What follows belongs to an exercise in optimizing a design on an open flow for small area, a short achievable clock period and few clock cycles per item; a production flow would make more cautious choices. Only simulation tests tie the RTL to the original design; equivalence was not proved.

==> lagoon: inputs <==
// sigpcm_geneval
module sigpcm_geneval (
    input  wire        clk,
    input  wire        rst,           
    input  wire        req_valid,
    output wire        req_ready,
    input  wire [63:0] req_kind,      
    input  wire [63:0] req_param,     
    input  wire [63:0] req_delay,     
    input  wire [63:0] req_time,      
    input  wire [3:0]  req_width,     
    output wire        resp_valid,
    output wire [2:0]  resp_err,
    output wire [63:0] resp_info,
    output wire [63:0] resp_level,
    output wire [63:0] resp_quant
);
Settings: LEC_CHECK=0, CAP_MARGIN=35, CELL_PAD_IN_SITES_DETAIL_PLACEMENT=1, CELL_PAD_IN_SITES_GLOBAL_PLACEMENT=2, CORE_MARGIN=2, CORE_UTILIZATION=25, PLACE_DENSITY=0.4, SLEW_MARGIN=35, SYNTH_MEMORY_MAX_BITS=32768; clock period 14.0 ns.
standard.sh (not shown) runs the stock make flow with config.mk's settings and CLKGATE_MAP_FILE= SYNTH_SCRIPT=/design/flow/synth_recipe.tcl, a recipe that flattens the netlist after the stock synthesis.
==> flow/flow/run.sh <==
#!/bin/bash
set -euo pipefail
SETUP_MARGIN=${SETUP_MARGIN:-8.5}
bash standard.sh synth > synth.log 2>&1
bash standard.sh "SETUP_SLACK_MARGIN=$SETUP_MARGIN" finish > layout.log 2>&1
==> raven (differences from lagoon) <==
--- a/flow/design.v
+++ b/flow/design.v
@@ -102,14 +102,15 @@
                      E_WIDTH   = 3'd1,
                      E_KIND    = 3'd2,
                      E_PARAM   = 3'd3,
                      E_BUFFER  = 3'd4;
     localparam [3:0] S_IDLE   = 4'd0,
                      S_C1     = 4'd1,    
                      S_C2     = 4'd2,    
+                     S_C3     = 4'd3,    
                      S_MOD    = 4'd4,    
                      S_NEGFIX = 4'd5,    
                      S_IDX    = 4'd6,    
                      S_SQ     = 4'd7,    
                      S_LUT    = 4'd8,    
                      S_NEGL   = 4'd9,    
                      S_DIV    = 4'd10;   
@@ -121,29 +122,31 @@
     reg [2:0]  kind;
     reg        kind_big;   
     reg        kind_buf;   
     reg [3:0]  width;
     reg [5:0]  qsel;       
     reg        neg;        
     reg [4:0]  cnt;
-    reg [65:0] R;          
+    reg [4:0]  sh;         
+    reg        f_div;      
     reg        f_cin0;     
+    reg [63:0] R;          
     reg [63:0] D;          
     reg [63:0] Q;          
     assign req_ready  = rdy;
     assign resp_valid = vld;
     assign resp_err   = err_r;
     assign resp_info  = Q;
-    assign resp_level = R[63:0];
+    assign resp_level = R;
     assign resp_quant = ({64{qsel[0]}} & {56'd0, R[63:56] ^ 8'h80}) |
                         ({64{qsel[1]}} & {48'd0, R[63:48]}) |
                         ({64{qsel[2]}} & {40'd0, R[63:40]}) |
                         ({64{qsel[3]}} & {32'd0, R[63:32]}) |
                         ({64{qsel[4]}} & {16'd0, R[63:16]}) |
-                        ({64{qsel[5]}} & R[63:0]);
+                        ({64{qsel[5]}} & R);
     wire [5:0] wdec = {width == 4'd8, width == 4'd6, width == 4'd4,
                        width == 4'd3, width == 4'd2, width == 4'd1};
     wire width_ok  = |wdec;
     wire p_neg     = Q[63];
     wire p_zero    = (Q == 64'd0);
     wire kind_pos  = (kind == K_SINE) || (kind == K_SQUARE) || (kind == K_RUP) || (kind == K_RDOWN);
     wire is_ramp   = (kind == K_RUP) || (kind == K_RDOWN);
@@ -152,36 +155,38 @@
         if (!width_ok)                              chk_err = E_WIDTH;
         else if (kind_big)                          chk_err = E_KIND;
         else if (kind_pos && (p_neg || p_zero))     chk_err = E_PARAM;
         else if (kind == K_PULSE && p_neg)          chk_err = E_PARAM;
         else if (kind_buf)                          chk_err = E_BUFFER;
         else                                        chk_err = E_OK;
     end
-    wire [65:0] A  = R;
+    wire [65:0] A  = f_div ? {R, Q[63:62]} : {2'b00, R};
     wire [65:0] d1 = {2'b00, D};
     wire [65:0] d2 = {1'b0, D, 1'b0};
     wire        cin1 = !f_cin0;
     wire [65:0] Y1, Y2, Y3;
     wire [65:0] cs_s = A ^ ~d1 ^ ~d2;
     wire [65:0] cs_c = {(A[64:0] & ~d1[64:0]) | (A[64:0] & ~d2[64:0]) | (~d1[64:0] & ~d2[64:0]), 1'b1};
     pfx_add #(.W(66), .ARCH(ARCH)) u_add1 (.a(A),    .b(~d1),  .cin(cin1), .s(Y1));
     pfx_add #(.W(66), .ARCH(ARCH)) u_add2 (.a(A),    .b(~d2),  .cin(1'b1), .s(Y2));
     pfx_add #(.W(66), .ARCH(ARCH)) u_add3 (.a(cs_s), .b(cs_c), .cin(1'b1), .s(Y3));
     wire        ge1 = !Y1[65];
     wire        ge2 = !Y2[65];
     wire        ge3 = !Y3[65];
     wire [1:0]  dig = {ge2, ge3 | (ge1 & !ge2)};
-    wire [63:0] rstep = ge3 ? Y3[63:0] : ge2 ? Y2[63:0] : ge1 ? Y1[63:0] : A[63:0];
+    wire        t3 = ge3, t2 = ge2 & !ge3, t1 = ge1 & !ge2, t0 = !ge1;
+    wire [63:0] rstep = ({64{t3}} & Y3[63:0]) | ({64{t2}} & Y2[63:0]) |
+                        ({64{t1}} & Y1[63:0]) | ({64{t0}} & A[63:0]);
     wire        r_nz, p_nz;
     wire [5:0]  r_lz, p_lz;
-    sigpcm_lzc u_lzr (.x(R[63:0]), .nz(r_nz), .lz(r_lz));
+    sigpcm_lzc u_lzr (.x(R), .nz(r_nz), .lz(r_lz));
     sigpcm_lzc u_lzp (.x(Q), .nz(p_nz), .lz(p_lz));
     wire [6:0]  e_len = {1'b0, p_lz} - {1'b0, r_lz};
     wire [4:0]  m_len = (r_nz && !e_len[6]) ? e_len[5:1] : 5'd0;
-    wire [5:0]  shamt = (state == S_C2 && !is_ramp) ? {m_len, 1'b0} : 6'd0;
+    wire [5:0]  shamt = (state == S_C3) ? {sh, 1'b0} : 6'd0;
     wire [63:0] p_shl = Q << shamt;
     wire [7:0]  idx  = Q[7:0];
     wire [6:0]  lj   = idx[6] ? (7'd64 - {1'b0, idx[5:0]}) : {1'b0, idx[5:0]};
     wire [62:0] lval;
     sigpcm_sine_lut u_lut (
         .j     (lj),
         .level (lval)
@@ -242,102 +247,103 @@
     end
     reg [3:0] nstate;
     always @(*) begin
         nstate = state;
         case (state)
             S_IDLE:   if (req_valid) nstate = S_C1;
             S_C1:     nstate = S_C2;
-            S_C2:     nstate = is_ramp ? S_DIV : S_MOD;
+            S_C2:     nstate = is_ramp ? S_DIV : S_C3;
+            S_C3:     nstate = S_MOD;
             S_MOD:    if (cnt == 5'd0) nstate = neg ? S_NEGFIX : (kind == K_SINE) ? S_IDX : S_SQ;
             S_NEGFIX: nstate = (kind == K_SINE) ? S_IDX : S_SQ;
             S_IDX:    if (cnt == 5'd0) nstate = S_LUT;
             S_LUT:    nstate = S_NEGL;
             S_DIV:    nstate = S_DIV;            
             default:  nstate = S_IDLE;
         endcase
         if (fin) nstate = S_IDLE;
     end
     wire acc_kbig = (|req_kind[63:3]) || (req_kind[2:0] == 3'd7);
     wire acc_kbuf = !(|req_kind[63:3]) && (req_kind[2:0] == 3'd6);
+    wire        r_step = (state == S_MOD) || (state == S_IDX) || (state == S_DIV && cnt != 5'd0);
+    wire        r_inv  = (state == S_NEGFIX) ||
+                         (state == S_C1 && (kind == K_SINE || kind == K_SQUARE) && Y1[63]);
+    reg  [63:0] r_other;
+    always @(*) begin
+        if (fin)
+            r_other = (state == S_C1 && chk_err != E_OK) ? 64'd0 : flevel;
+        else case (state)
+            S_IDLE:           r_other = req_valid ? req_time : R;
+            S_C1, S_NEGFIX:   r_other = Y1[63:0] ^ {64{r_inv}};
+            S_LUT:            r_other = {1'b0, lval};
+            default:          r_other = R;
+        endcase
+    end
+    wire [63:0] r_next = r_step ? rstep : r_other;
+    always @(posedge clk) begin
+        R <= r_next;
+    end
     always @(posedge clk) begin
         if (rst) begin
             state <= S_IDLE;
             rdy   <= 1'b1;
             vld   <= 1'b0;
         end else begin
             state <= nstate;
             rdy   <= (nstate == S_IDLE);
             vld   <= fin;
+            f_div  <= (nstate == S_IDX) || (nstate == S_DIV) || (nstate == S_SQ);
+            f_cin0 <= (state == S_IDLE && ((req_kind[2:0] == K_RUP) || (req_kind[2:0] == K_RDOWN))) ||
+                      (nstate == S_NEGL);
             case (state)
                 S_IDLE: if (req_valid) begin
-                    R        <= {2'b00, req_time};
                     D        <= req_delay;
                     Q        <= (acc_kbig || acc_kbuf) ? req_kind : req_param;
                     kind     <= req_kind[2:0];
                     kind_big <= acc_kbig;
                     kind_buf <= acc_kbuf;
                     width    <= req_width;
-                    f_cin0   <= (req_kind[2:0] == K_RUP) || (req_kind[2:0] == K_RDOWN);
                 end
                 S_C1: begin
                     neg <= Y1[63];
-                    if ((kind == K_SINE || kind == K_SQUARE) && Y1[63])
-                        R <= {2'b00, ~Y1[63:0]};
-                    else
-                        R <= {2'b00, Y1[63:0]};
                     D <= p_shl;                             
                     if (is_ramp) Q <= {~Y1[62:0], 1'b0};    
-                    f_cin0 <= 1'b0;
                 end
                 S_C2: begin
-                    if (is_ramp) begin
-                        R     <= {R[63:0], Q[63:62]};       
-                    end else begin
-                        D <= p_shl;                         
-                    end
+                    sh  <= m_len;
                     cnt <= is_ramp ? 5'd31 : m_len;
                 end
+                S_C3: begin
+                    D <= p_shl;                             
+                end
                 S_MOD: begin
-                    R   <= {2'b00, rstep};
                     cnt <= cnt - 5'd1;
                     if (cnt == 5'd0) begin
-                        if (!neg) begin
-                            R     <= {rstep, 2'b00};        
-                        end
                         D   <= p_shl;                       
                         Q   <= 64'd0;
                         cnt <= 5'd3;
                     end else begin
                         D <= {2'b00, D[63:2]};
                     end
                 end
-                S_NEGFIX: begin
-                    R     <= {~Y1[63:0], 2'b00};            
-                end
                 S_IDX, S_DIV: begin
-                    R   <= {rstep, Q[61:60]};
                     Q   <= q_next;
                     cnt <= cnt - 5'd1;
                 end
                 S_LUT: begin
-                    R      <= {3'b000, lval};
-                    D      <= 64'd0;
-                    f_cin0 <= 1'b1;                         
+                    D <= 64'd0;
                 end
                 default: ;
             endcase
             if (fin) begin
-                err_r  <= (state == S_C1) ? chk_err : E_OK;
-                f_cin0 <= 1'b0;
+                err_r <= (state == S_C1) ? chk_err : E_OK;
                 if (state == S_C1 && chk_err != E_OK) begin
-                    R    <= 66'd0;
                     Q    <= (chk_err == E_WIDTH) ? {60'd0, width} : Q;
                     qsel <= 6'd0;
                 end else begin
-                    R    <= {2'b00, flevel};
                     Q    <= 64'd0;
                     qsel <= wdec;
                 end
             end
         end
     end
 endmodule
==> flow/flow/run.sh (replaced) <==
#!/bin/bash
set -euo pipefail
SETUP_MARGIN=${SETUP_MARGIN:-8.5}
bash standard.sh synth > synth.log 2>&1
bash standard.sh "SETUP_SLACK_MARGIN=$SETUP_MARGIN" \
    "BUFFER_PORTS_ARGS=-buffer_cell sky130_fd_sc_hd__buf_1" finish > layout.log 2>&1
CAP_MARGIN = 20   (was 35)
CORE_UTILIZATION = 30   (was 25)
PLACE_DENSITY = 0.45   (was 0.4)
SLEW_MARGIN = 20   (was 35)
==> onyx (differences from lagoon) <==
--- a/flow/design.v
+++ b/flow/design.v
@@ -121,29 +121,28 @@
     reg [2:0]  kind;
     reg        kind_big;   
     reg        kind_buf;   
     reg [3:0]  width;
     reg [5:0]  qsel;       
     reg        neg;        
     reg [4:0]  cnt;
-    reg [65:0] R;          
-    reg        f_cin0;     
+    reg [63:0] R;          
     reg [63:0] D;          
     reg [63:0] Q;          
     assign req_ready  = rdy;
     assign resp_valid = vld;
     assign resp_err   = err_r;
     assign resp_info  = Q;
-    assign resp_level = R[63:0];
+    assign resp_level = R;
     assign resp_quant = ({64{qsel[0]}} & {56'd0, R[63:56] ^ 8'h80}) |
                         ({64{qsel[1]}} & {48'd0, R[63:48]}) |
                         ({64{qsel[2]}} & {40'd0, R[63:40]}) |
                         ({64{qsel[3]}} & {32'd0, R[63:32]}) |
                         ({64{qsel[4]}} & {16'd0, R[63:16]}) |
-                        ({64{qsel[5]}} & R[63:0]);
+                        ({64{qsel[5]}} & R);
     wire [5:0] wdec = {width == 4'd8, width == 4'd6, width == 4'd4,
                        width == 4'd3, width == 4'd2, width == 4'd1};
     wire width_ok  = |wdec;
     wire p_neg     = Q[63];
     wire p_zero    = (Q == 64'd0);
     wire kind_pos  = (kind == K_SINE) || (kind == K_SQUARE) || (kind == K_RUP) || (kind == K_RDOWN);
     wire is_ramp   = (kind == K_RUP) || (kind == K_RDOWN);
@@ -152,32 +151,33 @@
         if (!width_ok)                              chk_err = E_WIDTH;
         else if (kind_big)                          chk_err = E_KIND;
         else if (kind_pos && (p_neg || p_zero))     chk_err = E_PARAM;
         else if (kind == K_PULSE && p_neg)          chk_err = E_PARAM;
         else if (kind_buf)                          chk_err = E_BUFFER;
         else                                        chk_err = E_OK;
     end
-    wire [65:0] A  = R;
+    wire        divmode = (state == S_IDX) || (state == S_DIV) || (state == S_SQ);
+    wire [65:0] A  = divmode ? {R, Q[63:62]} : {2'b00, R};
     wire [65:0] d1 = {2'b00, D};
     wire [65:0] d2 = {1'b0, D, 1'b0};
-    wire        cin1 = !f_cin0;
+    wire        cin1 = !((state == S_C1 && is_ramp) || state == S_NEGL);
     wire [65:0] Y1, Y2, Y3;
     wire [65:0] cs_s = A ^ ~d1 ^ ~d2;
     wire [65:0] cs_c = {(A[64:0] & ~d1[64:0]) | (A[64:0] & ~d2[64:0]) | (~d1[64:0] & ~d2[64:0]), 1'b1};
     pfx_add #(.W(66), .ARCH(ARCH)) u_add1 (.a(A),    .b(~d1),  .cin(cin1), .s(Y1));
     pfx_add #(.W(66), .ARCH(ARCH)) u_add2 (.a(A),    .b(~d2),  .cin(1'b1), .s(Y2));
     pfx_add #(.W(66), .ARCH(ARCH)) u_add3 (.a(cs_s), .b(cs_c), .cin(1'b1), .s(Y3));
     wire        ge1 = !Y1[65];
     wire        ge2 = !Y2[65];
     wire        ge3 = !Y3[65];
     wire [1:0]  dig = {ge2, ge3 | (ge1 & !ge2)};
     wire [63:0] rstep = ge3 ? Y3[63:0] : ge2 ? Y2[63:0] : ge1 ? Y1[63:0] : A[63:0];
     wire        r_nz, p_nz;
     wire [5:0]  r_lz, p_lz;
-    sigpcm_lzc u_lzr (.x(R[63:0]), .nz(r_nz), .lz(r_lz));
+    sigpcm_lzc u_lzr (.x(R), .nz(r_nz), .lz(r_lz));
     sigpcm_lzc u_lzp (.x(Q), .nz(p_nz), .lz(p_lz));
     wire [6:0]  e_len = {1'b0, p_lz} - {1'b0, r_lz};
     wire [4:0]  m_len = (r_nz && !e_len[6]) ? e_len[5:1] : 5'd0;
     wire [5:0]  shamt = (state == S_C2 && !is_ramp) ? {m_len, 1'b0} : 6'd0;
     wire [63:0] p_shl = Q << shamt;
     wire [7:0]  idx  = Q[7:0];
     wire [6:0]  lj   = idx[6] ? (7'd64 - {1'b0, idx[5:0]}) : {1'b0, idx[5:0]};
@@ -265,79 +265,66 @@
             vld   <= 1'b0;
         end else begin
             state <= nstate;
             rdy   <= (nstate == S_IDLE);
             vld   <= fin;
             case (state)
                 S_IDLE: if (req_valid) begin
-                    R        <= {2'b00, req_time};
+                    R        <= req_time;
                     D        <= req_delay;
                     Q        <= (acc_kbig || acc_kbuf) ? req_kind : req_param;
                     kind     <= req_kind[2:0];
                     kind_big <= acc_kbig;
                     kind_buf <= acc_kbuf;
                     width    <= req_width;
-                    f_cin0   <= (req_kind[2:0] == K_RUP) || (req_kind[2:0] == K_RDOWN);
                 end
                 S_C1: begin
                     neg <= Y1[63];
                     if ((kind == K_SINE || kind == K_SQUARE) && Y1[63])
-                        R <= {2'b00, ~Y1[63:0]};
+                        R <= ~Y1[63:0];
                     else
-                        R <= {2'b00, Y1[63:0]};
+                        R <= Y1[63:0];
                     D <= p_shl;                             
                     if (is_ramp) Q <= {~Y1[62:0], 1'b0};    
-                    f_cin0 <= 1'b0;
                 end
                 S_C2: begin
-                    if (is_ramp) begin
-                        R     <= {R[63:0], Q[63:62]};       
-                    end else begin
-                        D <= p_shl;                         
-                    end
+                    if (!is_ramp) D <= p_shl;               
                     cnt <= is_ramp ? 5'd31 : m_len;
                 end
                 S_MOD: begin
-                    R   <= {2'b00, rstep};
+                    R   <= rstep;
                     cnt <= cnt - 5'd1;
                     if (cnt == 5'd0) begin
-                        if (!neg) begin
-                            R     <= {rstep, 2'b00};        
-                        end
                         D   <= p_shl;                       
                         Q   <= 64'd0;
                         cnt <= 5'd3;
                     end else begin
                         D <= {2'b00, D[63:2]};
                     end
                 end
-                S_NEGFIX: begin
-                    R     <= {~Y1[63:0], 2'b00};            
-                end
+                S_NEGFIX: R <= ~Y1[63:0];                   
                 S_IDX, S_DIV: begin
-                    R   <= {rstep, Q[61:60]};
+                    R   <= rstep;
                     Q   <= q_next;
                     cnt <= cnt - 5'd1;
                 end
                 S_LUT: begin
-                    R      <= {3'b000, lval};
-                    D      <= 64'd0;
-                    f_cin0 <= 1'b1;                         
+                    R <= {1'b0, lval};
+                    D <= 64'd0;
                 end
                 default: ;
             endcase
             if (fin) begin
-                err_r  <= (state == S_C1) ? chk_err : E_OK;
-                f_cin0 <= 1'b0;
+                err_r <= (state == S_C1) ? chk_err : E_OK;
                 if (state == S_C1 && chk_err != E_OK) begin
-                    R    <= 66'd0;
+                    R    <= 64'd0;
                     Q    <= (chk_err == E_WIDTH) ? {60'd0, width} : Q;
                     qsel <= 6'd0;
                 end else begin
-                    R    <= {2'b00, flevel};
+                    R    <= flevel;
                     Q    <= 64'd0;
                     qsel <= wdec;
                 end
             end
         end
     end
 endmodule
==> flow/run.sh (new file) <==
#!/bin/bash
# synth_recipe.tcl (not shown) runs the flow's synth.tcl, then flattens the netlist and writes it again
# the make line also repeats each setting of config.mk as NAME=value (left out here)
make -C /OpenROAD-flow-scripts/flow DESIGN_CONFIG=/design/flow/config.mk WORK_HOME=/design/flow/orfs CLKGATE_MAP_FILE= SYNTH_SCRIPT=/design/flow/synth_recipe.tcl finish
removed: flow/flow/run.sh
removed: flow/standard.sh
==> comparison table <==
metric                                                                   raven            onyx          lagoon
Setup repair after global routing missed its margin                       true           false            true
Outcome                                                         finished clean  finished clean  finished clean
Growth of design area from synthesis to finish                           21.7%           24.6%           40.0%
Fin crit share                                                           0.410           0.608           0.444
CTS buffer count                                                            37              38              36
Fraction of area in multi-input gates                                    0.662           0.612           0.602
Global routing met2 resource utilization                                 0.642           0.584           0.634
Critical path startpoint                                                  Q[0]        state[2]           Q[30]
Measured slew at the worst slew-check pin                              1310 ps         1050 ps         1170 ps
Per-cell via count in the routed design                                   6.79            6.34            6.62
Width of the die                                                        358 um          395 um          405 um
Portion of netlist area occupied by mux cells                           0.0611          0.0686          0.0513
Net count of the mapped netlist                                           5491            5730            5936
Met2 routed WL                                                       122000 um       134000 um       154000 um
Initial Util                                                             0.303           0.252           0.251
1st-pass router iterations                                                   9              10               7
Max-slew headroom at the worst pin                                       0.122           0.293           0.213
Number of standard cells in the final layout excluding fillers            7029            7553            8115
Testbench counts of lagoon, summed over its fixed seeds: cycles 103,556, items 4,800.
Testbench counts of raven, summed over its fixed seeds: cycles 105,715, items 4,800.
Testbench counts of onyx, summed over its fixed seeds: cycles 103,556, items 4,800.

==> afterwards: timing with drivers on the ports <==
Ports are ideal in the flow. The routed layouts listed here were re-timed in OpenROAD.
Step 1: set_driving_cell puts a clkbuf_16 on clk and a buf_2 on each other input, an assumption about the parent block.
Step 2 moves the port delays by t, midway between the first and last clock arrival at a register: inputs arrive t later, outputs are due t later. That takes back most of the time a late clock gives input paths.
Three values: no drivers, after step 1, after step 2; two values: the first two.
| run | t (ns) | setup slack, ns | clock arrival spread, ns | worst slew at a driven data input, ns | pins driven straight from the clock port |
|---|---|---|---|---|---|
| lagoon | 0.722 | 7.790 / 7.790 / 7.790 | 0.045 / 0.045 | 0.09 | 1 |
| raven | 0.683 | 8.260 / 8.260 / 8.095 | 0.020 / 0.020 | 0.07 | 1 |
| onyx | 0.712 | 5.488 / 5.488 / 5.488 | 0.030 / 0.029 | 0.10 | 1 |
After both steps setup and hold are still met in every run listed. The setup slack of raven, which loses most, moves by 0.000 ns with the drivers and by -0.165 ns with both steps.
